Background: an optimization exercise with open tools, aiming at small area, a short achievable clock period and few clock cycles. Do not read the settings as production practice. Function was checked by simulation only, so behaviour that the tests miss may differ from the original. Power is estimated from default activity; no workload was simulated.

### design.v
module morton_codec (
    input  wire        clk,
    input  wire        rst,
    input  wire        cmd_valid,
    output wire        cmd_ready,
    input  wire [31:0] cmd,
    input  wire [63:0] cmd_wdata,
    output wire        rsp_valid,
    input  wire        rsp_ready,
    output wire        rsp_ok,
    output wire [3:0]  rsp_code,
    output wire [63:0] rsp_rdata
);
    localparam [5:0] OP_NOP   = 6'h00, OP_KWR  = 6'h01, OP_KRD  = 6'h02,
                     OP_RDST  = 6'h03, OP_CLRST = 6'h04,
                     OP_NEWR  = 6'h08, OP_NEWSC = 6'h09, OP_NEWA = 6'h0A,
                     OP_NEWAC = 6'h0B, OP_GET  = 6'h10, OP_DECA = 6'h11,
                     OP_INC   = 6'h14, OP_DEC  = 6'h15,
                     OP_MOD   = 6'h18, OP_MASK = 6'h19, OP_ADD  = 6'h1A,
                     OP_SUB   = 6'h1B, OP_MUL  = 6'h1C, OP_MULS = 6'h1D,
                     OP_EQ    = 6'h20, OP_EQT  = 6'h21;
    localparam [2:0] S_IDLE = 3'd0, S_EX = 3'd1, S_DECA = 3'd2, S_MUL = 3'd3,
                     S_WB = 3'd4, S_MODA = 3'd5, S_MODB = 3'd6, S_RESP = 3'd7;
    function [63:0] encode;
        input [1:0]  inst;
        input [20:0] t0, t1, t2;
        integer k;
        begin
            encode = 64'd0;
            case (inst)
                2'd0: for (k = 0; k < 16; k = k + 1) begin
                          encode[2*k]   = t0[k];
                          encode[2*k+1] = t1[k];
                      end
                2'd1: for (k = 0; k < 10; k = k + 1) begin
                          encode[3*k]   = t0[k];
                          encode[3*k+1] = t1[k];
                          encode[3*k+2] = t2[k];
                      end
                default: for (k = 0; k < 21; k = k + 1) begin
                          encode[3*k]   = t0[k];
                          encode[3*k+1] = t1[k];
                          encode[3*k+2] = t2[k];
                      end
            endcase
        end
    endfunction
    function [20:0] decode_axis;
        input [1:0]  inst;
        input [63:0] w;
        input integer axis;
        integer k;
        begin
            decode_axis = 21'd0;
            case (inst)
                2'd0: for (k = 0; k < 16; k = k + 1)
                          decode_axis[k] = w[2*k + axis];
                2'd1: for (k = 0; k < 10; k = k + 1)
                          decode_axis[k] = w[3*k + axis];
                default: for (k = 0; k < 21; k = k + 1)
                          decode_axis[k] = w[3*k + axis];
            endcase
        end
    endfunction
    function [64:0] skadd;
        input [63:0] a, b;
        input        cin;
        reg   [63:0] g, p, gg, pp;
        integer d, i, j;
        begin
            g  = a & b;
            p  = a ^ b;
            gg = g;
            pp = p;
            gg[0] = g[0] | (p[0] & cin);
            for (d = 1; d < 64; d = d * 2)
                for (i = 0; i < 64; i = i + 1)
                    if (((i / d) % 2) == 1) begin
                        j = (i / d) * d - 1;
                        gg[i] = gg[i] | (pp[i] & gg[j]);
                        pp[i] = pp[i] & pp[j];
                    end
            skadd[0] = p[0] ^ cin;
            for (i = 1; i < 64; i = i + 1)
                skadd[i] = p[i] ^ gg[i-1];
            skadd[64] = gg[63];
        end
    endfunction
    function illegal_f;
        input [31:0] c;
        reg [5:0] op;
        reg [1:0] inst;
        reg [3:0] gl;
        begin
            op   = c[31:26];
            inst = c[25:24];
            gl   = (inst != 2'd0) ? 4'd2 : 4'd1;
            case (op)
                OP_NOP, OP_RDST, OP_CLRST: illegal_f = (c[25:0] != 26'd0);
                OP_KWR:  illegal_f = (c[25:24] != 2'd0) || (c[20:0] != 21'd0);
                OP_KRD:  illegal_f = (c[25:21] != 5'd0) || (c[17:0] != 18'd0);
                OP_NEWR, OP_NEWSC:
                         illegal_f = (inst == 2'd3) || (c[17:0] != 18'd0);
                OP_NEWA, OP_NEWAC:
                         illegal_f = (inst == 2'd3) || (c[17:0] != 18'd0) ||
                                     ({1'b0, c[20:18]} + gl > 4'd7);
                OP_DECA: illegal_f = (inst == 2'd3) || (c[17:0] != 18'd0) ||
                                     ({1'b0, c[23:21]} + gl > 4'd7);
                OP_GET:  illegal_f = (inst == 2'd3) || (c[17:15] != 3'd0) ||
                                     (c[11:0] != 12'd0) ||
                                     !(c[14:12] == 3'b001 || c[14:12] == 3'b010 ||
                                       c[14:12] == 3'b100) ||
                                     (inst == 2'd0 && c[14]);
                OP_INC, OP_DEC:
                         illegal_f = (inst == 2'd3) || (c[17:15] != 3'd0) ||
                                     (c[11:0] != 12'd0) || (c[14:12] == 3'b000) ||
                                     (inst == 2'd0 && c[14]);
                OP_MOD, OP_MASK, OP_ADD, OP_SUB, OP_MUL, OP_MULS, OP_EQ:
                         illegal_f = (inst == 2'd3) || (c[14:0] != 15'd0);
                OP_EQT:  illegal_f = (inst == 2'd3) || (c[14:0] != 15'd0) ||
                                     ({1'b0, c[17:15]} + gl > 4'd7);
                default: illegal_f = 1'b1;
            endcase
        end
    endfunction
    reg  [63:0] kq   [0:7];
    reg  [7:0]  nz10;            
    reg  [7:0]  nz16;            
    reg  [7:0]  nz21;            
    wire [63:0] r0;              
    reg  [7:0]  ken;             
    integer r;
    always @(posedge clk) begin
        for (r = 0; r < 8; r = r + 1)
            if (ken[r])
                kq[r] <= r0;
    end
    always @(*)
        for (r = 0; r < 8; r = r + 1) begin
            nz10[r] = |kq[r][31:10];
            nz16[r] = |kq[r][31:16];
            nz21[r] = |kq[r][63:21];
        end
    reg  [2:0]  state;
    reg  [5:0]  op;
    reg  [1:0]  inst;
    reg  [2:0]  rd, rs1, rs2, axm;
    reg         ill_q, rng_q;
    reg  [1:0]  eax_q;
    reg  [2:0]  g2a;             
    reg  [2:0]  bq;              
    reg         eqp;             
    reg  [2:0]  aq;              
    reg  [8:0]  yq;              
    reg  [5:0]  cnt;
    reg  [1:0]  dax;
    reg  [63:0] dreg;            
    reg  [23:0] status;          
    wire idle   = (state == S_IDLE);
    assign cmd_ready = idle && !rst;
    wire accept = cmd_valid && idle && !rst;
    wire [5:0] i_op   = cmd[31:26];
    wire [1:0] i_inst = cmd[25:24];
    wire [2:0] i_rs1  = cmd[20:18];
    wire       i_ill  = illegal_f(cmd);
    reg  [7:0] i_hz;
    reg  [7:0] i_sg;
    always @(*) begin
        for (r = 0; r < 8; r = r + 1) begin
            i_hz[r] = (i_inst == 2'd0) ? nz16[r] : (i_inst == 2'd1) ? nz10[r] : nz21[r];
            i_sg[r] = (i_inst == 2'd2) ? kq[r][63] : kq[r][31];
        end
    end
    wire       i_bad0 = i_hz[i_rs1];
    wire       i_bad1 = i_hz[i_rs1 + 3'd1];
    wire       i_bad2 = i_hz[i_rs1 + 3'd2] && (i_inst != 2'd0);
    wire       i_sc   = (i_op == OP_NEWSC);
    wire       i_rng  = !i_ill && ((i_sc && i_sg[i_rs1]) ||
                                   ((i_op == OP_NEWAC) && (i_bad0 || i_bad1 || i_bad2)));
    wire [1:0] i_eax  = i_sc ? 2'd3 : i_bad0 ? 2'd0 : i_bad1 ? 2'd1 : 2'd2;
    wire       i_kwr  = accept && (i_op == OP_KWR) && !i_ill;
    wire        legal = !ill_q;
    wire        n3    = (inst != 2'd0);
    wire        w64   = (inst == 2'd2);
    wire [63:0] wmask = w64 ? 64'hFFFF_FFFF_FFFF_FFFF : 64'h0000_0000_FFFF_FFFF;
    wire        mod_ph = (state == S_MODA) || (state == S_MODB);
    wire is_krd  = (op == OP_KRD);
    wire is_rdst = (op == OP_RDST);
    wire is_clr  = (op == OP_CLRST);
    wire is_newa = (op == OP_NEWA) || (op == OP_NEWAC);
    wire is_get  = (op == OP_GET);
    wire is_deca = (op == OP_DECA);
    wire is_step = (op == OP_INC) || (op == OP_DEC);
    wire is_sub  = (op == OP_DEC) || (op == OP_SUB);
    wire is_mod  = (op == OP_MOD);
    wire is_muls = (op == OP_MULS);
    wire is_mul  = (op == OP_MUL) || is_muls;
    wire is_eqt  = (op == OP_EQT);
    wire [2:0]  addr_a = aq;
    wire [63:0] a_raw  = kq[addr_a];
    wire [63:0] b_raw  = kq[bq];
    wire [20:0] g1     = b_raw[20:0];
    wire [20:0] g2     = kq[g2a][20:0];
    wire [63:0] opa    = a_raw & wmask;
    wire [63:0] opb    = b_raw & wmask;
    wire [20:0] g0     = is_eqt ? opb[20:0] : opa[20:0];
    reg  [7:0] hz;
    always @(*)
        for (r = 0; r < 8; r = r + 1)
            hz[r] = (inst == 2'd0) ? nz16[r] : (inst == 2'd1) ? nz10[r] : nz21[r];
    wire [20:0] xa0 = decode_axis(inst, opa, 0);
    wire [20:0] xa1 = decode_axis(inst, opa, 1);
    wire [20:0] xa2 = decode_axis(inst, opa, 2);
    wire [20:0] xb0 = decode_axis(inst, opb, 0);
    wire [20:0] xb1 = decode_axis(inst, opb, 1);
    wire [20:0] xb2 = decode_axis(inst, opb, 2);
    wire [20:0] y0 = is_step ? {20'd0, axm[0]} : xb0;
    wire [20:0] y1 = is_step ? {20'd0, axm[1]} : xb1;
    wire [20:0] y2 = is_step ? {20'd0, axm[2]} : xb2;
    wire [64:0] as0 = skadd({43'd0, xa0}, {43'd0, y0 ^ {21{is_sub}}}, is_sub);
    wire [20:0] ar0 = as0[20:0];
    wire [64:0] as1 = skadd({43'd0, xa1}, {43'd0, y1 ^ {21{is_sub}}}, is_sub);
    wire [20:0] ar1 = as1[20:0];
    wire [64:0] as2 = skadd({43'd0, xa2}, {43'd0, y2 ^ {21{is_sub}}}, is_sub);
    wire [20:0] ar2 = as2[20:0];
    wire [2:0]  chunk = (state == S_EX) ? ytop : (cnt[2:0] - 3'd1);
    wire [20:0] ym0 = is_muls ? opb[20:0] : xb0;
    wire [20:0] ym1 = is_muls ? opb[20:0] : xb1;
    wire [20:0] ym2 = is_muls ? opb[20:0] : xb2;
    wire [20:0] bmsk = (inst == 2'd0) ? 21'h00FFFF : (inst == 2'd1) ? 21'h0003FF : 21'h1FFFFF;
    wire [23:0] ye0 = {3'd0, ym0 & bmsk};
    wire [23:0] ye1 = {3'd0, ym1 & bmsk};
    wire [23:0] ye2 = {3'd0, ym2 & bmsk};
    wire [2:0]  yc0 = ye0[3*chunk +: 3];
    wire [2:0]  yc1 = ye1[3*chunk +: 3];
    wire [2:0]  yc2 = ye2[3*chunk +: 3];
    wire        first = (state == S_EX);
    wire [20:0] acc0 = dreg[20:0];
    wire [20:0] acc1 = dreg[41:21];
    wire [20:0] acc2 = dreg[62:42];
    wire [20:0] yor  = (ym0 | ym1 | (n3 ? ym2 : 21'd0)) & bmsk;
    wire [2:0]  ytop = (|yor[20:18]) ? 3'd6 : (|yor[17:15]) ? 3'd5 : (|yor[14:12]) ? 3'd4 :
                       (|yor[11:9])  ? 3'd3 : (|yor[8:6])   ? 3'd2 : (|yor[5:3])   ? 3'd1 : 3'd0;
    function [20:0] sk21;
        input [20:0] a, b;
        reg   [64:0] t;
        begin
            t = skadd({43'd0, a}, {43'd0, b}, 1'b0);
            sk21 = t[20:0];
        end
    endfunction
    function [20:0] mstep;
        input [20:0] acc, x;
        input [2:0]  yc;
        reg   [20:0] p0, p1, p2, p3, s1, c1, s2, c2;
        begin
            p0 = acc << 3;
            p1 = yc[0] ? x : 21'd0;
            p2 = yc[1] ? (x << 1) : 21'd0;
            p3 = yc[2] ? (x << 2) : 21'd0;
            s1 = p0 ^ p1 ^ p2;
            c1 = ((p0 & p1) | (p0 & p2) | (p1 & p2)) << 1;
            s2 = s1 ^ c1 ^ p3;
            c2 = ((s1 & c1) | (s1 & p3) | (c1 & p3)) << 1;
            mstep = sk21(s2, c2);
        end
    endfunction
    wire [20:0] mn0 = mstep(acc0, xa0, yq[3*0 +: 3]);
    wire [20:0] mn1 = mstep(acc1, xa1, yq[3*1 +: 3]);
    wire [20:0] mn2 = mstep(acc2, xa2, yq[3*2 +: 3]);
    wire        wb = (state == S_WB);
    wire [20:0] t0 = is_newa ? g0 : wb ? dreg[20:0]  : ar0;
    wire [20:0] t1 = is_newa ? g1 : wb ? dreg[41:21] : ar1;
    wire [20:0] t2 = is_newa ? g2 : wb ? dreg[62:42] : ar2;
    wire [63:0] enc = encode(inst, t0, t1, t2);
    wire [2:0]  jst  = rs1 - rd;                          
    wire        jin  = n3 ? (jst <= 3'd2) : (jst <= 3'd1);
    wire [1:0]  dax0 = !jin ? 2'd0 :
                       (jst == 3'd0) ? 2'd1 :
                       (jst == 3'd1) ? (n3 ? 2'd2 : 2'd0) : 2'd0;
    wire [1:0]  dax_c = (state == S_EX) ? dax0 : dax;
    wire [1:0]  dax_n = (dax_c == 2'd0) ? 2'd1 : (dax_c == 2'd1) ? (n3 ? 2'd2 : 2'd0) : 2'd0;
    wire [1:0]  gsel = is_deca ? dax_c : (axm[0] ? 2'd0 : axm[1] ? 2'd1 : 2'd2);
    wire [20:0] xsel = (gsel == 2'd0) ? xa0 : (gsel == 2'd1) ? xa1 : xa2;
    wire        eq_res  = (opa == opb);
    wire        eqt_p   = (xa0 == g0) && !hz[rs2] &&
                          (!n3 || ((xa2 == g2) && !hz[g2a]));
    wire        eqt_res = eqp && (xa1 == g1) && !hz[bq];
    wire [64:0] mdiff = skadd(a_raw, ~dreg, 1'b1);
    wire        ge    = mdiff[64];
    wire        dtop  = w64 ? dreg[63] : dreg[31];
    wire        dz    = (dreg == 64'd0);
    wire ok_ex = legal && !rng_q;
    reg  [63:0] res;
    reg         we;
    always @(*) begin
        res = 64'd0;
        we  = 1'b0;
        case (state)
            S_EX: begin
                case (op)
                    OP_NEWR, OP_NEWSC, OP_MOD: res = opa;
                    OP_NEWA, OP_NEWAC, OP_INC, OP_DEC, OP_ADD, OP_SUB: res = enc;
                    OP_GET, OP_DECA: res = {43'd0, xsel};
                    OP_MASK: res = opa & opb;
                    OP_EQ:   res = {63'd0, eq_res};
                    default: res = 64'd0;
                endcase
                case (op)
                    OP_NEWR, OP_NEWSC, OP_MOD, OP_NEWA, OP_NEWAC, OP_INC, OP_DEC,
                    OP_ADD, OP_SUB, OP_GET, OP_DECA, OP_MASK, OP_EQ:
                        we = ok_ex;
                    default: we = 1'b0;
                endcase
            end
            S_DECA: begin res = is_eqt ? {63'd0, eqt_res} : {43'd0, xsel}; we = 1'b1; end
            S_WB:   begin res = enc;           we = 1'b1; end
            S_MODB: begin res = mdiff[63:0];   we = ge;   end
            default: ;
        endcase
    end
    wire [2:0] waddr = idle ? cmd[23:21] : (rd + (is_deca ? {1'b0, dax_c} : 3'd0));
    wire       wen   = idle ? i_kwr : we;
    assign r0 = rst ? 64'd0 : (idle ? cmd_wdata : res);
    always @(*)
        for (r = 0; r < 8; r = r + 1)
            ken[r] = rst || (wen && (waddr == r));
    wire multi   = legal && (is_deca || is_mul || is_mod || is_eqt);
    wire deca_end = is_eqt || (n3 ? (cnt[1:0] == 2'd2) : (cnt[1:0] == 2'd1));
    wire last    = ((state == S_EX) && !multi) ||
                   ((state == S_DECA) && deca_end) ||
                   (state == S_WB) ||
                   ((state == S_MODB) && (cnt == 6'd0));
    assign rsp_valid = !rst && ((state == S_RESP) || last);
    assign rsp_ok    = !(ill_q || rng_q);
    assign rsp_code  = {2'b00, rng_q, ill_q};
    assign rsp_rdata = (legal && is_krd) ? a_raw :
                       (legal && is_rdst) ? {40'd0, status} : 64'd0;
    always @(posedge clk) begin
        if (rst) begin
            state  <= S_IDLE;
            status <= 24'd0;
        end else begin
            case (state)
                S_IDLE: if (cmd_valid) begin
                    op    <= cmd[31:26];
                    inst  <= cmd[25:24];
                    rd    <= cmd[23:21];
                    rs1   <= cmd[20:18];
                    aq    <= cmd[20:18];
                    rs2   <= cmd[17:15];
                    axm   <= cmd[14:12];
                    ill_q <= i_ill;
                    rng_q <= i_rng;
                    eax_q <= i_eax;
                    bq    <= (cmd[31:27] == 5'b00101) ? cmd[20:18] + 3'd1 : cmd[17:15];
                    g2a   <= ((cmd[31:26] == OP_EQT) ? cmd[17:15] : cmd[20:18]) + 3'd2;
                    state <= S_EX;
                end
                S_EX: begin
                    if (legal && is_clr)
                        status <= 24'd0;
                    if (!ok_ex) begin
                        if (!status[0]) begin
                            status        <= 24'd0;
                            status[0]     <= 1'b1;
                            status[7:4]   <= {2'b00, rng_q, ill_q};
                            status[9:8]   <= ill_q ? 2'd0 : eax_q;
                            status[15:10] <= ill_q ? 6'd0 :
                                             (op == OP_NEWSC) ? (w64 ? 6'd63 : 6'd31) :
                                             (inst == 2'd0) ? 6'd16 : (inst == 2'd1) ? 6'd10 : 6'd21;
                            status[21:16] <= op;
                            status[23:22] <= inst;
                        end else begin
                            status[1]     <= 1'b1;
                        end
                    end
                    if (multi) begin
                        if (is_eqt) begin
                            eqp   <= eqt_p;
                            bq    <= rs2 + 3'd1;
                            state <= S_DECA;
                        end else if (is_deca) begin
                            dax   <= dax_n;
                            cnt   <= 6'd1;
                            state <= S_DECA;
                        end else if (is_mul) begin
                            dreg  <= 64'd0;
                            yq    <= {yc2, yc1, yc0};
                            cnt   <= {3'd0, ytop};
                            state <= S_MUL;
                        end else begin
                            dreg  <= opb;
                            aq    <= rd;
                            cnt   <= 6'd0;
                            state <= S_MODA;
                        end
                    end else begin
                        state <= rsp_ready ? S_IDLE : S_RESP;
                    end
                end
                S_DECA: begin
                    dax <= dax_n;
                    cnt <= cnt + 6'd1;
                    if (deca_end)
                        state <= rsp_ready ? S_IDLE : S_RESP;
                end
                S_MUL: begin
                    dreg <= {1'b0, mn2, mn1, mn0};
                    yq   <= {yc2, yc1, yc0};
                    cnt  <= cnt - 6'd1;
                    if (cnt[2:0] == 3'd0)
                        state <= S_WB;
                end
                S_WB: state <= rsp_ready ? S_IDLE : S_RESP;
                S_MODA: begin
                    if (dz)
                        state <= S_RESP;
                    else if (ge && !dtop) begin
                        dreg <= dreg << 1;
                        cnt  <= cnt + 6'd1;
                    end else if (!ge) begin
                        if (cnt == 6'd0)
                            state <= S_RESP;
                        else begin
                            dreg  <= dreg >> 1;
                            cnt   <= cnt - 6'd1;
                            state <= S_MODB;
                        end
                    end else
                        state <= S_MODB;
                end
                S_MODB: begin
                    if (cnt == 6'd0)
                        state <= rsp_ready ? S_IDLE : S_RESP;
                    else begin
                        dreg <= dreg >> 1;
                        cnt  <= cnt - 6'd1;
                    end
                end
                S_RESP: if (rsp_ready) state <= S_IDLE;
            endcase
        end
    end
endmodule
### run.sh
#!/bin/bash
# synth_recipe.tcl (not shown) runs the flow's synth.tcl, then flattens the netlist and writes it again
# the make line also repeats each setting of config.mk as NAME=value (left out here)
make -C /OpenROAD-flow-scripts/flow DESIGN_CONFIG=/design/flow/config.mk WORK_HOME=/design/flow/orfs CLKGATE_MAP_FILE= SYNTH_SCRIPT=/design/flow/synth_recipe.tcl finish
### config.mk
export PLATFORM = sky130hd
export DESIGN_NAME = morton_codec
export DESIGN_NICKNAME = morton_codec
export VERILOG_FILES = /design/flow/design.v
export SDC_FILE = /design/flow/constraint.sdc
export NUM_CORES = 4
export LEC_CHECK = 0
export ABC_AREA = 1
export CAP_MARGIN = 20
export CORE_MARGIN = 2
export CORE_UTILIZATION = 30
export CTS_BUF_LIST = sky130_fd_sc_hd__clkbuf_4
export PLACE_DENSITY = 0.45
export SETUP_SLACK_MARGIN = 5
export SLEW_MARGIN = 20
### constraint.sdc
create_clock -name core_clock -period 12.0 [get_ports {clk}]
set_input_delay 2.4000 -clock core_clock [delete_from_list [all_inputs] [get_ports {clk}]]
set_output_delay 2.4000 -clock core_clock [all_outputs]
set_load 0.01 [all_outputs]
==> reports/metrics.yaml, run 1 <==
post_synth.cell_area_avg_um2: 7.30
final_critical_path_setup_slack_ns: 4.89
power.static_leakage_nw: 28.9
worst_path_clk_slew_ns: 0.07
pin_count_of_the_biggest_net_entering_global_routing: 118
drt_first_pass_iters: 17
p_int_mw: 8.00
io_buffers: 168
slowest_delay_ns: 0.48
fin_crit_sh_pct: 59.2
final_period_minus_worst_setup_slack_ns: 7.11
cp_slowest_cell: "edfxtp_1"
nNetsFinal: 8543
timing.reg2reg.setup_slack_ns: 4.89
timing.final.max_slew_violations: 0
groute.layer.met2.usage_pct: 56.8
design.core.area_mm2: 0.188
unique_cell_type_count_in_the_yosys_netlist: 68
net-switching-power_mw: 11.5
netlist_instances: 7769
cts.path.max_buffers: 3
path_buf_inv: 6
cts_tree: "done"
layout-area-overhead-vs-synth_pct: 17.0
grt_overflow: 0
hold_violations: 0
gr-usage-met3_pct: 10.9
synth.cell_area_mm2: 0.0567
die_area_mm2: 0.193
setup-tns-final_ns: 0
most_numerous_cell_on_the_critical_path: "nand2_1"
drtIter0Drc: 10400
timing.clock.skew_ns: 0.118
ant_nets: 0
setup.worst_path.start_class: "flip-flop"
gp_congestion: 1.07
fin_util_pct: 35.3
power.combinational.fraction_pct: 67.0
grt_first_pass_wirelength_mm: 515
root_buffer: "clkbuf_4"
main_synth_ff_type: "edfxtp_1"
final_area_mm2: 0.0663
gr-usage-all-layers_pct: 39.0
placement.setup.worst_slack_ns: 3.17
place_inst: 10300
drt-wirelength-per-cell_um: 36.6
io-pin-count: 171
number_of_enable_type_register_cells_in_the_synthesized_netlist: 627
die_x_um: 439
ys_seq_elements: 654
initial_antenna_violation_count: 28
dieHeight_um: 439
drc_errors: 0
globalRouteMet1Util_pct: 51.0
tritoncts_num_sinks: 654
cp.required_ns: 13.13
worst_slew_margin_rel_pct: 4.10
power.share.switching_pct: 58.9
fraction_of_final_layout_cells_with_drive_strength_greater_than_1_pct: 10.7
clock_buffer_count_from_cts: 189
row_count: 159
yosys_warnings: 2
place_area_mm2: 0.0620
worst-endpoint-arrival_ns: 8.24
clock_tree.htree_level_count: 4
power.density_mw_per_mm2: 294
finalHoldWorstSlack_ns: 0.448
most_used_routing_layer: "met2"
ys_seq_area_share_pct: 34.1
crit_type: "flip-flop to flip-flop"
mostFrequentLayoutCell: "nand2_1"
vdd.ir_drop.worst_uv: 143
setup_viol_count_final: 0
tightestPinTransition_ns: 1.44
initial_utilization_pct: 30.2
totalWireLength_mm: 392
clkLatencyLatePin_ns: 1.38
post_layout_total_power_mw: 19.5
post_drt_via_cell_ratio: 6.01
cpLargestDelayFamily: "compound AO/OA/AOI/OAI gates"
worstSetupEndpointType: "flip-flop"
place.detailed.hpwl_mm: 296
number_of_max_capacitance_violations_reported: 0
dr_total_vias: 64400
postSynth.asyncResetShare_pct: 0
holdCritPathClass: "flip-flop to flip-flop"
outcome: "complete, no violations"
worst-path-max-fanout: 27
highest_clock_frequency_the_design_can_meet_mhz: 141
clock_power_share_pct: 11.6
rsz0062_at_grt: "true"
mostFrequentLayoutCells: "nand2_1 (1821), inv_1 (918), nor2_1 (732)"
seqPwrFrac_pct: 21.3
stdcell_count: 10700
grt_pass1_vias: 59000
final cells by class:
type | count | area (µm²)
timing repair buffer | 448 | 4270
antenna | 18 | 45.0
multi-input combinational | 5788 | 33400
clock inverter | 71 | 419
fill | 20300 | 121000
sequential | 654 | 19400
clock buffer | 267 | 2000
tap | 2495 | 3120
inverter | 976 | 3730
logic make-up after synthesis:
group / count (synthesis) / synth area share, %
simple gates: 3573 / 26.8
other cells: 1 / 0.00661
xor+xnor: 154 / 2.38
mux: 2 / 0.0353
fa+ha+maj: 386 / 10.3
flops: 654 / 34.1
compound gates: 1658 / 17.2
buf+inv: 1341 / 9.12
routing by layer:
| layer | vias up | routed length, µm | share of wire, % |
|---|---|---|---|
| met1 | 31500 | 154000 | 39 |
| met5 | - | 147 | 0.037 |
| met4 | 20 | 28900 | 7.4 |
| li1 | 27300 | - | - |
| met3 | 1021 | 46100 | 12 |
| met2 | 4595 | 163000 | 42 |
cell usage after synthesis, types with 20 or more instances:
cell          n  area, µm²
o21ai_0     673       3370
o211ai_1     66        495
nor4_1      110        688
o2111ai_1    27        236
a31oi_1      36        225
o221ai_1     22        193
fa_1        137       2740
nor2_1      760       2850
o22ai_1     153        957
a221oi_1     85        744
a22oi_1      64        480
nand4_1     149        932
clkbuf_1    266        998
xnor2_1      32        280
nand3_1     489       2450
buf_1        29        109
nand2_1    1853       6960
edfxtp_1    627      18800
clkinv_1     21       78.8
inv_1       939       3520
dfxtp_1      27        541
ha_1        249       3120
a21oi_1     383       1920
or2_2        75        469
buf_2        55        275
o21ai_1      24        120
a211oi_1     30        225
nor3_1       74        370
o2bb2ai_1    20        175
xor2_1      122       1070
state kept, by name, summed over array words and instances (netlist names), 3 cells and up:
signal  count
kq        512
dreg       64
status     24
yq          9
cnt         6
op          6
aq          3
axm         3
bq          3
g2a         3
rd          3
rs1         3
rs2         3
state       3
worst min-delay path: cells and delay by family, from the launching register on:
kind	cells	cell delay [ns]
flip-flops	1	0.30
AND/OR/NAND/NOR	1	0.05
buffers and inverters	1	0.06
worst paths after layout:
path | to | start | depth (start not counted)
worst max-delay path | kq[3][49]$_DFFE_PP_ | bq[1]$_DFFE_PP_ | 27
worst min-delay path | status[6]$_SDFFE_PP0P_ | status[6]$_SDFFE_PP0P_ | 2
worst max register to register | kq[3][49]$_DFFE_PP_ | bq[1]$_DFFE_PP_ | 27
worst min register to register | status[6]$_SDFFE_PP0P_ | status[6]$_SDFFE_PP0P_ | 2
power by group through the flow:
stage	Combinational (mW)	Clock, mW	Sequential [mW]
3_5_place_dp	11.9	0	4.17
2_1_floorplan	6.55	0	3.80
4_1_cts	12.2	2.30	4.12
5_1_grt	13.6	2.41	4.18
3_3_place_gp	12.0	0	4.19
6_report	13.1	2.27	4.16
what timing repair did:
action | in CTS | in global routing
setup endpoints to repair | 1159 | 773
gates cloned | 7 | 8
buffers inserted | 31 | 44
gates resized for setup | 160 | 100
hold buffers | 0 | 0
pin swaps | 11 | 11
Testbench counts, summed over its fixed seeds: cycles 50,445.
==> run 2: changes to the inputs <==
--- a/config.mk
+++ b/config.mk
@@ -7,4 +7,3 @@
 export LEC_CHECK = 0
-export ABC_AREA = 1
-export CAP_MARGIN = 20
+export CAP_MARGIN = 10
 export CORE_MARGIN = 2
@@ -14,2 +13,2 @@
 export SETUP_SLACK_MARGIN = 5
-export SLEW_MARGIN = 20
+export SLEW_MARGIN = 10
==> reports/metrics.yaml, run 2 <==
power.static_leakage_nw: 25.9  # -10%
power.density_mw_per_mm2: 274  # -6.6%
timing.clock.skew_ns: 0.149  # +0.0310 ns
die_area_mm2: 0.193  # +0.42%
yosys-top-cells-area: "edfxtp_1 (33%), ha_1 (5.5%), fa_1 (4.8%)"
die_x_um: 440  # +0.21%
synth.cell_area_mm2: 0.0570  # +0.43%
grt_first_pass_wirelength_mm: 493  # -4.3%
setup.worst_path.start_class: "flip-flop"
design.core.area_mm2: 0.188  # +0.21%
p_int_mw: 8.25  # +3.0%
ys_seq_elements: 654  # unchanged
mostFrequentLayoutCells: "edfxtp_1 (627), nand2_1 (528), nor2_1 (466)"
ant_nets: 0  # unchanged
place_inst: 8690  # -15%
reg2reg_to: "kq[6][50]$_DFFE_PP_"
final_area_mm2: 0.0670  # +0.92%
worst-endpoint-arrival_ns: 8.17  # -0.07 ns
drc_errors: 0  # unchanged
stdcell_count: 9139  # -15%
worstSetupEndpointType: "flip-flop"
io-pin-count: 171  # unchanged
mostFrequentLayoutCell: "edfxtp_1"
setup_viol_count_final: 0  # unchanged
netlist_instances: 6170  # -21%
yosys.area.top_type: "edfxtp_1"
io_buffers: 168  # unchanged
outcome: "failed layout checks"
largest_register_ffs: 512  # unchanged
unique_cell_type_count_in_the_yosys_netlist: 103  # +51%
cp.required_ns: 13.03  # -0.10 ns
power.combinational.fraction_pct: 66.4  # -0.6 points
grt_overflow: 0  # unchanged
r2r_cells: 27  # unchanged
drt_first_pass_iters: 10  # -7
drtIter0Drc: 10500  # +0.52%
worst-path-max-fanout: 25  # -7.4%
dr_total_vias: 59600  # -7.6%
worst_slew_margin_rel_pct: -0.333  # -4.4 points
timing.hold.worst_path_depth: 2  # unchanged
crit_type: "flip-flop to flip-flop"
crit_path_start: "aq[0]$_DFFE_PP_"
gp_congestion: 1.07  # -0.12%
dieHeight_um: 440  # +0.21%
reg_top3: "kq x512, dreg x64, status x24"
cts_tree: "done"
nNetsFinal: 6949  # -19%
row_count: 159  # unchanged
initial_utilization_pct: 30.3  # +0.064 points
post_drt_via_cell_ratio: 6.52  # +8.4%
synth_largest_type_area_fraction_pct: 33.1  # -0.14 points
number_of_enable_type_register_cells_in_the_synthesized_netlist: 627  # unchanged
cts.path.max_buffers: 3  # unchanged
clock_buffer_count_from_cts: 190  # +0.53%
checkFailReasons: "capacitance limit, slew limit"
hold_violations: 0  # unchanged
timing.reg2reg.setup_slack_ns: 4.86  # -0.03 ns
place.detailed.hpwl_mm: 275  # -7.3%
largest_register: "kq"
vdd.ir_drop.worst_uv: 127  # -12%
r2r_start: "aq[0]$_DFFE_PP_"
place_area_mm2: 0.0625  # +0.84%
clock_power_share_pct: 12.3  # +0.7 points
holdCritPathClass: "flip-flop to flip-flop"
main_synth_ff_type: "edfxtp_1"
layout-area-overhead-vs-synth_pct: 17.5
grt_pass1_vias: 55100  # -6.5%
fin_crit_sh_pct: 59.5  # +0.26 points
rsz0062_at_grt: "true"
totalWireLength_mm: 374  # -4.5%
yosys_warnings: 2  # unchanged
gr-usage-all-layers_pct: 37.2  # -1.8 points
synth_most_common_cell: "edfxtp_1"
timing.critical_path.to: "kq[6][50]$_DFFE_PP_"
power.share.switching_pct: 55.1  # -3.8 points
final_period_minus_worst_setup_slack_ns: 7.14  # +0.0310 ns
synth_top_cells_by_count: "edfxtp_1 (627), nand2_1 (532), nor2_1 (485)"
post_synth.cell_area_avg_um2: 9.23  # +26%
timing.final.max_slew_violations: 1  # +1
clock_tree.htree_level_count: 4  # unchanged
drt-wirelength-per-cell_um: 41.0  # +12%
number_of_max_capacitance_violations_reported: 1  # +1
setup-tns-final_ns: 0  # unchanged
seqPwrFrac_pct: 21.3  # about the same
highest_clock_frequency_the_design_can_meet_mhz: 140  # -0.43%
cts_hold_buffers: 0  # unchanged
worst_path_clk_slew_ns: 0.07  # about the same
initial_antenna_violation_count: 36  # +29%
root_buffer: "clkbuf_4"
tightestPinTransition_ns: 1.49  # +0.0549 ns
ys_seq_area_share_pct: 34.0  # -0.14 points
tritoncts_num_sinks: 654  # unchanged
pin_count_of_the_biggest_net_entering_global_routing: 95  # -19%
clkLatencyLatePin_ns: 1.40  # +0.02 ns
postSynth.asyncResetShare_pct: 0  # unchanged
fraction_of_final_layout_cells_with_drive_strength_greater_than_1_pct: 16.0  # +5.2 points
net-switching-power_mw: 10.1  # -12%
-- run 2: cell types whose count changed in the layout (fill, tap and decap cells not counted), sizes merged, moves of 256 or more --
cell / change
inv: -649
mux2i: +256
o21ai: -260
nand2: -1342
nor2: -279
nand3: -429
-- run 2: worst min path at each step --
stage / start / to / slack [ns]
finish: status[10]$_SDFFE_PP0P_ / status[10]$_SDFFE_PP0P_ / 0.46
global route: status[3]$_SDFFE_PP0P_ / status[3]$_SDFFE_PP0P_ / 0.49
CTS: status[10]$_SDFFE_PP0P_ / status[10]$_SDFFE_PP0P_ / 0.46
detailed placement: status[7]$_SDFFE_PP0P_ / status[7]$_SDFFE_PP0P_ / 0.45
global placement: status[15]$_SDFFE_PP0P_ / status[15]$_SDFFE_PP0P_ / 0.44
floorplan: status[2]$_SDFFE_PP0P_ / status[2]$_SDFFE_PP0P_ / 0.43
-- run 2: layout make-up --
class | instances | area (µm²)
antenna | 25 | 62.6
clock buffer | 265 | 1990
clock inverter | 83 | 483
fill | 19400 | 121000
inverter | 303 | 1150
multi-input combinational | 4779 | 35700
sequential | 654 | 19400
tap | 2495 | 3120
timing repair buffer | 535 | 5100
-- run 2: per-layer routing --
| layer | track usage, % | up-vias | part of all wire (%) |
|---|---|---|---|
| li1 | - | 24000 | - |
| met1 | 48.5 | 29700 | 38 |
| met2 | 53.6 | 4768 | 41 |
| met3 | 10.1 | 1039 | 12 |
| met4 | 24.7 | 16 | 8.5 |
| met5 | 0 | - | 0.034 |
-- run 2: what timing repair did --
item | in CTS | in global routing
gates cloned | 10 | 7
buffers inserted | 34 | 24
endpoints found under the setup margin | 1182 | 868
resized for setup | 161 | 97
pin swaps | 9 | 12
-- run 2: critical path, cell delays in order, from the launching register on --
cell and delay, ns:
edfxtp_1 0.49, buf_12 0.27, nand2b_1 0.15, clkbuf_8 0.34
o221ai_1 0.19, a21oi_2 0.36, buf_4 0.32, nor2_1 0.12
a21oi_1 0.18, buf_4 0.25, inv_1 0.09, fa_1 0.52
nor2b_1 0.13, o21ai_0 0.12, a21boi_1 0.27, o211a_1 0.34
o21ai_2 0.13, a211oi_2 0.44, o41ai_4 0.17, nand2_1 0.11
a21oi_1 0.08, fa_1 0.49, o21ai_0 0.10, a21oi_1 0.17
o22ai_1 0.11, a22oi_1 0.30, o21ai_0 0.25, buf_4 0.25
-- run 2: logic make-up after synthesis --
| family | synth area share (%) |
|---|---|
| compound gates | 21.8 |
| xor+xnor | 4.15 |
| fa+ha+maj | 10.3 |
| buf+inv | 5.41 |
| flops | 34.0 |
| mux | 8.47 |
| other cells | 0.00658 |
| simple gates | 15.9 |
-- run 2: power by group through the flow --
stage | Clock (mW) | Sequential, mW | Combinational, mW
after floorplan | 0 | 3.53 | 6.40
after global placement | 0 | 3.93 | 11.1
after detailed placement | 0 | 3.91 | 11.0
after CTS | 2.30 | 3.87 | 11.4
after global routing | 2.41 | 3.92 | 12.5
final | 2.26 | 3.90 | 12.2
-- run 2: stage by stage --
step	hold slack [ns]	utilization (%)	power (mW)	setup slack, ns
2_1_floorplan	0.430	-	9.93	4.61
3_3_place_gp	0.438	33.2	15.0	2.72
3_5_place_dp	0.447	33.2	14.9	2.72
4_1_cts	0.459	35.2	17.6	4.77
5_1_grt	0.488	35.6	18.9	4.78
6_report	0.459	35.6	18.4	4.86
==> run 3: changes to the inputs <==
--- a/config.mk
+++ b/config.mk
@@ -7,8 +7,9 @@
 export LEC_CHECK = 0
-export CAP_MARGIN = 10
+export ABC_AREA = 1
+export CAP_MARGIN = 20
 export CORE_MARGIN = 2
-export CORE_UTILIZATION = 30
+export CORE_UTILIZATION = 36
 export CTS_BUF_LIST = sky130_fd_sc_hd__clkbuf_4
-export PLACE_DENSITY = 0.45
+export PLACE_DENSITY = 0.52
 export SETUP_SLACK_MARGIN = 5
-export SLEW_MARGIN = 10
+export SLEW_MARGIN = 20
==> reports/metrics.yaml, run 3 <==
multiInputGateArea_mm2: 0.0332  # -6.8%
mostFrequentLayoutCells: "nand2_1 (1822), inv_1 (924), nor2_1 (737)"
cp.required_ns: 12.91  # -0.12 ns
place.detailed.hpwl_mm: 272  # -1.1%
fraction_of_final_layout_cells_with_drive_strength_greater_than_1_pct: 10.2  # -5.8 points
synth.cell_area_mm2: 0.0567  # -0.42%
die_x_um: 401  # -8.8%
main_synth_ff_type: "edfxtp_1"
grt_first_pass_wirelength_mm: 487  # -1.2%
ant_nets: 0  # unchanged
yosys_warnings: 2  # unchanged
r2r_cells: 21  # -22%
rsz0062_at_grt: "true"
grt_overflow: 0  # unchanged
dieHeight_um: 401  # -8.8%
netlist_instances: 7769  # +26%
stdcell_count: 10300  # +12%
synth_top_cells_by_count: "nand2_1 (1853), inv_1 (939), nor2_1 (760)"
sequential_cell_area_mm2: 0.0194  # unchanged
r2r_start: "op[5]$_DFFE_PP_"
setup_viol_count_final: 0  # unchanged
setup-tns-final_ns: 0  # unchanged
tritoncts_num_sinks: 654  # unchanged
timing.critical_path.to: "kq[6][11]$_DFFE_PP_"
cts.path.max_buffers: 3  # unchanged
power.static_leakage_nw: 28.8  # +11%
highest_clock_frequency_the_design_can_meet_mhz: 142  # +1.7%
holdCritPathClass: "flip-flop to flip-flop"
row_count: 145  # -8.8%
post_synth.cell_area_avg_um2: 7.30  # -21%
post_drt_via_cell_ratio: 6.33  # -2.9%
final_area_mm2: 0.0655  # -2.2%
final_period_minus_worst_setup_slack_ns: 7.02  # -0.117 ns
number_of_enable_type_register_cells_in_the_synthesized_netlist: 627  # unchanged
worst_path_clk_slew_ns: 0.07  # about the same
die_area_mm2: 0.161  # -17%
crit_type: "flip-flop to flip-flop"
postSynth.asyncResetShare_pct: 0  # unchanged
worstPathCellList: "nor2_1 -> inv_1 -> nor2_1 -> inv_1 -> nor2_2 -> buf_4 -> inv_1 -> nand2_1 -> nor2_1 -> inv_1 -> nor2_1 -> nand4_1 -> nand2_1 -> inv_2 -> nand2_2 -> nand2_1 -> buf_4 -> inv_1 -> o2111ai_1 -> a21oi_1 -> nor2_1"
drc_errors: 0  # unchanged
design.core.area_mm2: 0.156  # -17%
pin_count_of_the_biggest_net_entering_global_routing: 91  # -4.2%
gr-usage-all-layers_pct: 43.4  # +6.2 points
largest_register: "kq"
num-fill-cells: 16400  # -16%
worst_slew_margin_rel_pct: 13.5  # +14 points
synth_largest_type_area_fraction_pct: 33.2  # +0.14 points
timing.clock.skew_ns: 0.144  # -0.00526 ns
reg2reg_to: "kq[6][11]$_DFFE_PP_"
crit_path_start: "op[5]$_DFFE_PP_"
yosys-top-cells-area: "edfxtp_1 (33%), nand2_1 (12%), inv_1 (6.2%)"
worstSetupEndpointType: "flip-flop"
yosys.area.top_type: "edfxtp_1"
timing.final.max_slew_violations: 0  # -1
finalHoldWorstSlack_ns: 0.458  # -0.00117 ns
root_buffer: "clkbuf_4"
cts_tree: "done"
drt_first_pass_iters: 13  # +3
setup.worst_path.start_class: "flip-flop"
mostFrequentLayoutCell: "nand2_1"
power.density_mw_per_mm2: 291  # +6.3%
timing.reg2reg.setup_slack_ns: 4.98  # +0.12 ns
worst-path-max-fanout: 30  # +20%
dr_total_vias: 65000  # +9.1%
outcome: "complete, no violations"
nNetsFinal: 8543  # +23%
drtIter0Drc: 11100  # +6.1%
vdd.ir_drop.worst_uv: 165  # +30%
initial_antenna_violation_count: 40  # +11%
fin_crit_sh_pct: 58.5  # -0.97 points
cp_slowest_cell: "o2111ai_1"
clock_tree.htree_level_count: 4  # unchanged
io_buffers: 168  # unchanged
unique_cell_type_count_in_the_yosys_netlist: 68  # -34%
ys_seq_elements: 654  # unchanged
fin_util_pct: 41.9  # +6.3 points
place_inst: 9843  # +13%
grt_pass1_vias: 59000  # +7.0%
largest_register_ffs: 512  # unchanged
initial_utilization_pct: 36.3  # +6.0 points
synth_most_common_cell: "nand2_1"
totalWireLength_mm: 364  # -2.7%
clkLatencyLatePin_ns: 1.33  # -0.07 ns
worst-endpoint-arrival_ns: 7.94  # -0.23 ns
reg_top3: "kq x512, dreg x64, status x24"
io-pin-count: 171  # unchanged
slowest_delay_ns: 0.90  # +0.38 ns
hold_violations: 0  # unchanged
ys_seq_area_share_pct: 34.1  # +0.14 points
clock_buffer_count_from_cts: 187  # -1.6%
tightestPinTransition_ns: 1.30  # -0.197 ns
number_of_max_capacitance_violations_reported: 0  # -1
gp_congestion: 1.11  # +4.4%
layout-area-overhead-vs-synth_pct: 15.4
place_area_mm2: 0.0614  # -1.7%
drt-wirelength-per-cell_um: 35.5  # -13%
[run 3: cell types whose count changed after synthesis, moves of 62 or more]
| cell | delta |
|---|---|
| o21ai_0 | +259 |
| inv_1 | +641 |
| xnor2_1 | -127 |
| mux4_2 | -65 |
| nand3_1 | +422 |
| mux2_2 | -68 |
| nor2_1 | +275 |
| mux2i_1 | -256 |
| nor3_1 | -101 |
| nand4_1 | +104 |
| a21o_1 | -62 |
| nor2b_1 | -80 |
| nand2_1 | +1321 |
| and2_1 | -178 |
[run 3: logic make-up (layout without fill, tap and decap cells)]
family / count (synthesis) / count (layout) / share of synthesized area, %
flops: 654 / 654 / 34.1
xor+xnor: 154 / 154 / 2.38
buf+inv: 1341 / 1745 / 9.12
mux: 2 / 2 / 0.0353
simple gates: 3573 / 3589 / 26.8
fa+ha+maj: 386 / 386 / 10.3
other cells: 1 / 23 / 0.00661
compound gates: 1658 / 1658 / 17.2
[run 3: how the worst min path moves through the flow]
stage,endpoint,depth (start not counted),start,slack (ns)
2_1_floorplan,status[2]$_SDFFE_PP0P_,2,status[2]$_SDFFE_PP0P_,0.42
3_3_place_gp,status[2]$_SDFFE_PP0P_,2,status[2]$_SDFFE_PP0P_,0.44
3_5_place_dp,status[2]$_SDFFE_PP0P_,2,status[2]$_SDFFE_PP0P_,0.45
4_1_cts,status[6]$_SDFFE_PP0P_,2,status[6]$_SDFFE_PP0P_,0.46
5_1_grt,status[22]$_SDFFE_PP0P_,2,status[22]$_SDFFE_PP0P_,0.47
6_report,status[6]$_SDFFE_PP0P_,2,status[6]$_SDFFE_PP0P_,0.46
[run 3: timing repair]
item | in CTS | in global routing
setup buffers | 15 | 47
hold buffers | 0 | 0
gates resized for setup | 102 | 115
gates cloned | 12 | 8
setup endpoints to repair | 1110 | 983
pin swaps | 9 | 10
[run 3: power breakdown]
group	internal, mW	switching (mW)	leakage [nW]
clock network	1.04	1.13	1.38
registers	3.46	0.677	6.56
logic	3.40	9.38	20.8
total	7.90	11.2	28.8
[run 3: layer usage]
| metal | vias to the layer above | global-route usage (%) | routed length (µm) |
|---|---|---|---|
| met3 | 1270 | 14.3 | 50300 |
| met1 | 31100 | 56.5 | 138000 |
| met2 | 5322 | 60.8 | 145000 |
| li1 | 27300 | - | - |
| met4 | 32 | 28.9 | 30700 |
| met5 | - | 0 | 251 |
[run 3: cell type report]
| cell class | count | area share (%) |
|---|---|---|
| flip-flops and latches | 654 | 29.6 |
| multi-input cells | 5791 | 50.8 |
| inverters | 976 | 5.66 |
| well taps | 2058 | 3.93 |
| repair inverters | 1 | 0.00765 |
| clock buffers | 255 | 2.92 |
| repair buffers | 446 | 6.40 |
| clock inverters | 67 | 0.638 |
| diodes | 21 | 0.0803 |
[run 3: stage by stage]
step / power, mW / setup WS, ns
final: 19.1 / 4.98
after global routing: 19.7 / 4.88
after CTS: 18.1 / 5.00
after detailed placement: 15.7 / 3.04
after global placement: 15.6 / 3.24
after floorplan: 10.3 / 5.12
[run 3: worst max-delay path: cells and delay by family (launching register included)]
family	cells	cell delay [ns]
buffers and inverters	8	2.72
and+or+nand+nor	11	2.54
DFF	1	0.44
AOI/OAI and AO/OA	2	0.99
==> run 4: changes to the inputs <==
--- a/config.mk
+++ b/config.mk
@@ -10,5 +10,5 @@
 export CORE_MARGIN = 2
-export CORE_UTILIZATION = 36
+export CORE_UTILIZATION = 40
 export CTS_BUF_LIST = sky130_fd_sc_hd__clkbuf_4
-export PLACE_DENSITY = 0.52
+export PLACE_DENSITY = 0.56
 export SETUP_SLACK_MARGIN = 5
==> reports/metrics.yaml, run 4 <==
cts_hold_buffers: 0  # unchanged
place_inst: 9664  # -1.8%
totalWireLength_mm: 355  # -2.5%
initial_utilization_pct: 40.2  # +3.9 points
tritoncts_num_sinks: 654  # unchanged
outcome: "complete, no violations"
row_count: 138  # -4.8%
post_drt_via_cell_ratio: 6.43  # +1.6%
drc_errors: 0  # unchanged
gr-usage-all-layers_pct: 46.8  # +3.4 points
layout-area-overhead-vs-synth_pct: 14.9
tightestPinTransition_ns: 1.35  # +0.0558 ns
most_numerous_cell_on_the_critical_path: "buf_4"
timing.clock.skew_ns: 0.123  # -0.0207 ns
vdd.ir_drop.worst_uv: 153  # -6.8%
io-pin-count: 171  # unchanged
number_of_enable_type_register_cells_in_the_synthesized_netlist: 627  # unchanged
reg_top3: "kq x512, dreg x64, status x24"
grt_first_pass_wirelength_mm: 473  # -2.7%
worst_path_clk_slew_ns: 0.07  # about the same
largest_register: "kq"
highest_clock_frequency_the_design_can_meet_mhz: 142  # -0.63%
placement.setup.worst_slack_ns: 3.62  # +0.578 ns
mostFrequentLayoutCells: "nand2_1 (1825), inv_1 (917), nor2_1 (736)"
timing.final.max_slew_violations: 0  # unchanged
clkLatencyLatePin_ns: 1.32  # about the same
die_area_mm2: 0.145  # -9.9%
cp.required_ns: 12.95  # +0.04 ns
r2r_cells: 27  # +29%
worst-path-max-fanout: 13  # -57%
crit_type: "flip-flop to flip-flop"
synth_top_cells_by_count: "nand2_1 (1853), inv_1 (939), nor2_1 (760)"
io_buffers: 168  # unchanged
yosys.area.top_type: "edfxtp_1"
main_synth_ff_type: "edfxtp_1"
setup_viol_count_final: 0  # unchanged
cts.path.max_buffers: 3  # unchanged
unique_cell_type_count_in_the_yosys_netlist: 68  # unchanged
rsz0062_at_grt: "true"
yosys_warnings: 2  # unchanged
grt_overflow: 0  # unchanged
gp_congestion: 1.11  # about the same
clock_buffer_count_from_cts: 187  # unchanged
holdCritPathClass: "flip-flop to flip-flop"
cp_slowest_cell: "nor2_1"
worstSetupEndpointType: "flip-flop"
power.density_mw_per_mm2: 291  # -0.31%
fraction_of_final_layout_cells_with_drive_strength_greater_than_1_pct: 10.1  # -0.049 points
drt-wirelength-per-cell_um: 35.2  # -0.77%
dieHeight_um: 381  # -5.1%
drt_first_pass_iters: 9  # -4
die_x_um: 381  # -5.1%
cts_tree: "done"
netlist_instances: 7769  # unchanged
clock_tree.htree_level_count: 4  # unchanged
final_critical_path_setup_slack_ns: 4.93  # -0.0449 ns
initial_antenna_violation_count: 29  # -28%
worst-endpoint-arrival_ns: 8.02  # +0.08 ns
ys_seq_elements: 654  # unchanged
hold_violations: 0  # unchanged
stdcell_count: 10100  # -1.7%
pin_count_of_the_biggest_net_entering_global_routing: 80  # -12%
root_buffer: "clkbuf_4"
synth_most_common_cell: "nand2_1"
post_synth.cell_area_avg_um2: 7.30  # unchanged
synth_largest_type_area_fraction_pct: 33.2  # unchanged
mostFrequentLayoutCell: "nand2_1"
timing.hold.worst_path_depth: 2  # unchanged
grt_pass1_vias: 58400  # -1.0%
largest_register_ffs: 512  # unchanged
drtIter0Drc: 12100  # +9.1%
design.core.area_mm2: 0.141  # -9.8%
dr_total_vias: 64900  # -0.14%
finalHoldWorstSlack_ns: 0.450  # -0.00818 ns
final_period_minus_worst_setup_slack_ns: 7.07  # +0.0449 ns
setup-tns-final_ns: 0  # unchanged
nNetsFinal: 8531  # -0.14%
postSynth.asyncResetShare_pct: 0  # unchanged
power.static_leakage_nw: 28.8  # +0.22%
worst_slew_margin_rel_pct: 9.82  # -3.7 points
yosys-top-cells-area: "edfxtp_1 (33%), nand2_1 (12%), inv_1 (6.2%)"
num-fill-cells: 14600  # -11%
ys_seq_area_share_pct: 34.1  # unchanged
fin_util_pct: 46.2  # +4.3 points
ant_nets: 0  # unchanged
fin_crit_sh_pct: 58.9  # +0.37 points
place.detailed.hpwl_mm: 267  # -1.6%
setup.worst_path.start_class: "flip-flop"
number_of_max_capacitance_violations_reported: 0  # unchanged
slowest_delay_ns: 0.66  # -0.24 ns
synth.cell_area_mm2: 0.0567  # unchanged
==> run 4: repair_timing <==
item	CTS	global route
cloned	2	10
buffers inserted	14	55
pin swaps	5	17
setup endpoints to repair	968	869
gates resized for setup	101	119
==> run 4: cell type report <==
class                           count  area [µm²]  share of cell area, %
Antenna cell                       14        35.0                 0.0538
Clock buffer                      259        1940                   2.98
Clock inverter                     75         507                  0.777
Inverter                          976        3710                   5.70
Multi-Input combinational cell   5777       32900                   50.5
Sequential cell                   654       19400                   29.7
Tap cell                         1890        2360                   3.63
Timing Repair Buffer              448        4310                   6.61
Timing Repair inverter              1        5.00                0.00768
==> run 4: cells by family after synthesis <==
family / synth area share [%]
AOI/OAI and AO/OA: 17.2
xor gates and xnor gates: 2.38
adders and majority gates: 10.3
buffers and inverters: 9.12
DFF: 34.1
muxes: 0.0353
other: 0.00661
and+or+nand+nor: 26.8
==> run 4: metal layers <==
layer	global-route usage, %	vias to the layer above	wire length (µm)
met1	62.6	31100	136000
met2	65.6	5437	141000
met4	27.8	14	28100
met3	14.9	1140	50800
met5	0	-	90
li1	-	27200	-
==> run 4: worst paths after layout <==
path | start | endpoint | slack [ns]
setup / recovery | aq[2]$_DFFE_PP_ | kq[5][32]$_DFFE_PP_ | 4.93
setup reg to reg | aq[2]$_DFFE_PP_ | kq[5][32]$_DFFE_PP_ | 4.93
hold reg to reg | status[6]$_SDFFE_PP0P_ | status[6]$_SDFFE_PP0P_ | 0.45
hold / removal | status[6]$_SDFFE_PP0P_ | status[6]$_SDFFE_PP0P_ | 0.45
==> run 4: where the power goes <==
group / switching (mW) / leakage (nW) / internal, mW
combinational: 9.22 / 20.8 / 3.38
sequential: 0.643 / 6.56 / 3.46
clock: 1.16 / 1.44 / 1.08
==> run 4: stage by stage <==
stage          instance area, µm²  total power [mW]
6_report                    65200              18.9
5_1_grt                     65200              19.6
4_1_cts                     64100              17.9
3_5_place_dp                61100              15.6
3_3_place_gp                61000              15.5
2_1_floorplan               56700              10.3
==> run 4: critical path: cells and delay by family (launching register included) <==
family / cells / cell delay, ns
and+or+nand+nor: 7 / 1.51
adders and majority gates: 3 / 1.13
DFF: 1 / 0.43
buffers and inverters: 9 / 1.84
AOI/OAI and AO/OA: 8 / 1.77
==> run 5: changes to the inputs <==
--- a/design.v
+++ b/design.v
@@ -271,5 +271,5 @@
     wire        wb = (state == S_WB);
-    wire [20:0] t0 = is_newa ? g0 : wb ? dreg[20:0]  : ar0;
-    wire [20:0] t1 = is_newa ? g1 : wb ? dreg[41:21] : ar1;
-    wire [20:0] t2 = is_newa ? g2 : wb ? dreg[62:42] : ar2;
+    wire [20:0] t0 = is_newa ? g0 : is_mul ? mn0 : ar0;
+    wire [20:0] t1 = is_newa ? g1 : is_mul ? mn1 : ar1;
+    wire [20:0] t2 = is_newa ? g2 : is_mul ? mn2 : ar2;
     wire [63:0] enc = encode(inst, t0, t1, t2);
@@ -316,3 +316,3 @@
             S_DECA: begin res = is_eqt ? {63'd0, eqt_res} : {43'd0, xsel}; we = 1'b1; end
-            S_WB:   begin res = enc;           we = 1'b1; end
+            S_MUL:  begin res = enc;           we = (cnt[2:0] == 3'd0); end
             S_MODB: begin res = mdiff[63:0];   we = ge;   end
@@ -331,3 +331,3 @@
                    ((state == S_DECA) && deca_end) ||
-                   (state == S_WB) ||
+                   ((state == S_MUL) && (cnt[2:0] == 3'd0)) ||
                    ((state == S_MODB) && (cnt == 6'd0));
@@ -412,3 +412,3 @@
                     if (cnt[2:0] == 3'd0)
-                        state <= S_WB;
+                        state <= rsp_ready ? S_IDLE : S_RESP;
                 end
--- a/config.mk
+++ b/config.mk
@@ -10,5 +10,5 @@
 export CORE_MARGIN = 2
-export CORE_UTILIZATION = 40
+export CORE_UTILIZATION = 30
 export CTS_BUF_LIST = sky130_fd_sc_hd__clkbuf_4
-export PLACE_DENSITY = 0.56
+export PLACE_DENSITY = 0.45
 export SETUP_SLACK_MARGIN = 5
==> reports/metrics.yaml, run 5 <==
outcome: "complete, no violations"
cts_tree: "done"
placement.setup.worst_slack_ns: 2.78  # -0.844 ns
unique_cell_type_count_in_the_yosys_netlist: 69  # +1.5%
tightestPinTransition_ns: 1.27  # -0.0816 ns
cts_hold_buffers: 0  # unchanged
totalWireLength_mm: 385  # +8.4%
num-fill-cells: 20200  # +38%
grt_first_pass_wirelength_mm: 503  # +6.3%
largest_register: "kq"
tritoncts_num_sinks: 654  # unchanged
drtIter0Drc: 10000  # -17%
fin_crit_sh_pct: 59.9  # +0.99 points
layout-area-overhead-vs-synth_pct: 18.9
dieHeight_um: 441  # +16%
place_area_mm2: 0.0624  # +2.1%
highest_clock_frequency_the_design_can_meet_mhz: 139  # -1.7%
vdd.ir_drop.worst_uv: 168  # +9.4%
drt-wirelength-per-cell_um: 35.5  # +0.82%
setup.worst_path.start_class: "flip-flop"
reg2reg_to: "kq[5][0]$_DFFE_PP_"
initial_antenna_violation_count: 22  # -24%
synth_largest_type_area_fraction_pct: 32.8  # -0.38 points
dr_total_vias: 64800  # -0.059%
largest_register_ffs: 512  # unchanged
setup-tns-final_ns: 0  # unchanged
power.static_leakage_nw: 30.2  # +4.5%
r2r_cells: 22  # -19%
clkLatencyLatePin_ns: 1.39  # +0.07 ns
final_critical_path_setup_slack_ns: 4.81  # -0.119 ns
post_layout_total_power_mw: 19.8  # +4.6%
setup_viol_count_final: 0  # unchanged
number_of_enable_type_register_cells_in_the_synthesized_netlist: 627  # unchanged
timing.hold.worst_path_depth: 2  # unchanged
post_synth.cell_area_avg_um2: 7.30  # about the same
io_buffers: 168  # unchanged
pin_count_of_the_biggest_net_entering_global_routing: 126  # +57%
number_of_max_capacitance_violations_reported: 0  # unchanged
crit_type: "flip-flop to flip-flop"
netlist_instances: 7861  # +1.2%
drc_errors: 0  # unchanged
row_count: 160  # +16%
holdCritPathClass: "flip-flop to flip-flop"
drt_first_pass_iters: 9  # unchanged
finalHoldWorstSlack_ns: 0.446  # -0.00403 ns
hold_start: "status[3]$_SDFFE_PP0P_"
root_buffer: "clkbuf_4"
design.core.area_mm2: 0.190  # +35%
die_area_mm2: 0.195  # +34%
mostFrequentLayoutCells: "nand2_1 (1885), inv_1 (957), edfxtp_1 (627)"
mostFrequentLayoutCell: "nand2_1"
worst-path-max-fanout: 37  # +24
rsz0062_at_grt: "true"
reg_top3: "kq x512, dreg x64, status x24"
cp.required_ns: 13.02  # +0.07 ns
grt_pass1_vias: 59500  # +1.8%
fraction_of_final_layout_cells_with_drive_strength_greater_than_1_pct: 13.2  # +3.1 points
synth.cell_area_mm2: 0.0574  # +1.1%
power.density_mw_per_mm2: 290  # about the same
worst_slew_margin_rel_pct: 14.6  # +4.7 points
place.detailed.hpwl_mm: 287  # +7.5%
main_synth_ff_type: "edfxtp_1"
gp_congestion: 1.05  # -5.1%
post_drt_via_cell_ratio: 5.97  # -7.1%
timing.clock.skew_ns: 0.133  # +0.0101 ns
hold_violations: 0  # unchanged
io-pin-count: 171  # unchanged
timing.final.max_slew_violations: 0  # unchanged
final_area_mm2: 0.0682  # +4.6%
fin_util_pct: 35.9  # -10 points
ys_seq_area_share_pct: 33.8  # -0.39 points
postSynth.asyncResetShare_pct: 0  # unchanged
clock_tree.htree_level_count: 4  # unchanged
final_period_minus_worst_setup_slack_ns: 7.19  # +0.119 ns
yosys_warnings: 2  # unchanged
ys_seq_elements: 654  # unchanged
r2r_start: "bq[0]$_DFFE_PP_"
worst_path_clk_slew_ns: 0.06  # about the same
clock_buffer_count_from_cts: 190  # +1.6%
grt_overflow: 0  # unchanged
yosys.area.top_type: "edfxtp_1"
initial_utilization_pct: 30.2  # -10 points
gr-usage-all-layers_pct: 37.6  # -9.2 points
synth_most_common_cell: "nand2_1"
timing.reg2reg.setup_slack_ns: 4.81  # -0.12 ns
nNetsFinal: 8670  # +1.6%
sequential_cell_area_mm2: 0.0194  # unchanged
multiInputGateArea_mm2: 0.0345  # +4.7%
whs_endpoint: "status[3]$_SDFFE_PP0P_"
yosys-top-cells-area: "edfxtp_1 (33%), nand2_1 (13%), inv_1 (6.4%)"
die_x_um: 441  # +16%
place_inst: 10400  # +7.3%
cts.path.max_buffers: 3  # unchanged
worstSetupEndpointType: "flip-flop"
synth_top_cells_by_count: "nand2_1 (1994), inv_1 (979), edfxtp_1 (627)"
worst-endpoint-arrival_ns: 8.21  # +0.19 ns
stdcell_count: 10900  # +7.5%
ant_nets: 0  # unchanged
run 5: cell types whose count changed after synthesis, sizes merged, moves of 20 or more:
cell	previous run	this run
nand4	149	181
a21oi	383	419
nand2	1862	2006
nand3	496	556
or2	76	130
buf	99	119
o21ai	699	618
nor2	767	605
inv	955	988
a221oi	85	109
run 5: worst max-delay path by stage:
stage / from / end / slack, ns / depth (start not counted)
after floorplan: cmd[25] / kq[0][0]$_DFFE_PP_ / 5.73 / 11
after global placement: aq[2]$_DFFE_PP_ / kq[1][52]$_DFFE_PP_ / 2.80 / 33
after detailed placement: aq[2]$_DFFE_PP_ / kq[1][52]$_DFFE_PP_ / 2.78 / 33
after CTS: aq[0]$_DFFE_PP_ / kq[6][27]$_DFFE_PP_ / 4.95 / 39
after global routing: aq[2]$_DFFE_PP_ / kq[1][51]$_DFFE_PP_ / 4.93 / 34
final: bq[0]$_DFFE_PP_ / kq[5][0]$_DFFE_PP_ / 4.81 / 22
run 5: layout make-up:
type	instances	area share [%]
Multi-Input combinational cell	5838	50.5
Clock inverter	75	0.771
Tap cell	2511	4.61
Sequential cell	654	28.4
Inverter	1006	5.67
Timing Repair Buffer	494	7.07
Clock buffer	261	2.87
Antenna cell	15	0.0550
run 5: logic make-up (layout without fill, tap and decap cells):
logic type | count (synthesis) | in the layout | synth area share (%)
buffers and inverters | 1381 | 1836 | 9.43
flip-flops | 654 | 654 | 33.8
AND/OR/NAND/NOR | 3701 | 3712 | 27.9
other | 1 | 17 | 0.00654
adder cells (fa/ha/maj) | 386 | 386 | 10.2
XOR/XNOR | 145 | 145 | 2.21
multiplexers | 1 | 1 | 0.0174
AO/OA/AOI/OAI | 1592 | 1592 | 16.4
run 5: worst max-delay path, stage by stage (launching register included):
cell      delay (ns)
edfxtp_1        0.35
buf_6           0.28
nand2_4         0.15
nor2_8          0.38
buf_4           0.65
nand2_1         0.11
nand2_1         0.09
nor2_1          0.04
nand2_1         0.26
nand2_2         0.30
inv_1           0.39
ha_1            0.32
nor4_1          0.49
nand4_1         0.43
nor4_2          1.05
nand4_1         0.35
o211ai_1        0.19
a21oi_1         0.09
o211ai_1        0.11
nor2_1          0.05
nand2_1         0.21
nand2_1         0.11
nand2_1         0.39
run 5: where the power goes:
group | total (mW) | switching, mW | leakage, nW | internal [mW]
Sequential | 3.88 | 0.598 | 6.55 | 3.28
Combinational | 13.6 | 9.75 | 22.1 | 3.89
Clock | 2.29 | 1.17 | 1.46 | 1.12
run 5: layer usage:
| layer | share of wire, % | wire (µm) | track usage [%] |
|---|---|---|---|
| met3 | 11 | 42700 | 8.76 |
| met4 | 8.6 | 33200 | 25.0 |
| met5 | 0.022 | 85 | 0 |
| met1 | 39 | 151000 | 49.8 |
| met2 | 41 | 158000 | 54.4 |
run 5: what timing repair did:
item,4_1_cts,5_1_grt
pin swaps,31,67
hold endpoints to repair,0,0
cloned,8,13
setup endpoints to repair,1182,1040
setup buffers,61,51
resized for setup,237,266
Testbench counts of run 5, summed over its fixed seeds: cycles 49,302.

separate check: timing with driven ports:
Ports are ideal in the flow. The routed layouts listed here were re-timed in OpenROAD.
Step 1, drivers: a clkbuf_16 drives clk and a buf_2 each remaining input, both assumed.
Step 2 moves the port delays by t, midway between the first and last clock arrival at a register: inputs arrive t later, outputs are due t later. That takes back most of the time a late clock gives input paths.
Three values: ideal ports, drivers, drivers and shift; two values: the first two.
| run | shift t [ns] | slack for setup (ns) | worst setup path at the end | worst data-port slew with drivers (ns) |
|---|---|---|---|---|
| run 1 | 1.403 | 4.892 / 4.860 / 4.892 | register to register | 0.07 |
| run 2 | 1.417 | 4.861 / 4.833 / 4.861 | register to register | 0.05 |
| run 3 | 1.336 | 4.978 / 4.896 / 4.564 | input to register | 0.06 |
| run 4 | 1.332 | 4.933 / 4.924 / 4.845 | input to register | 0.07 |
| run 5 | 1.403 | 4.814 / 4.814 / 4.341 | input to register | 0.05 |
The setup slack of run 5, which loses most, moves by 0.000 ns with the drivers and by -0.473 ns with both steps.
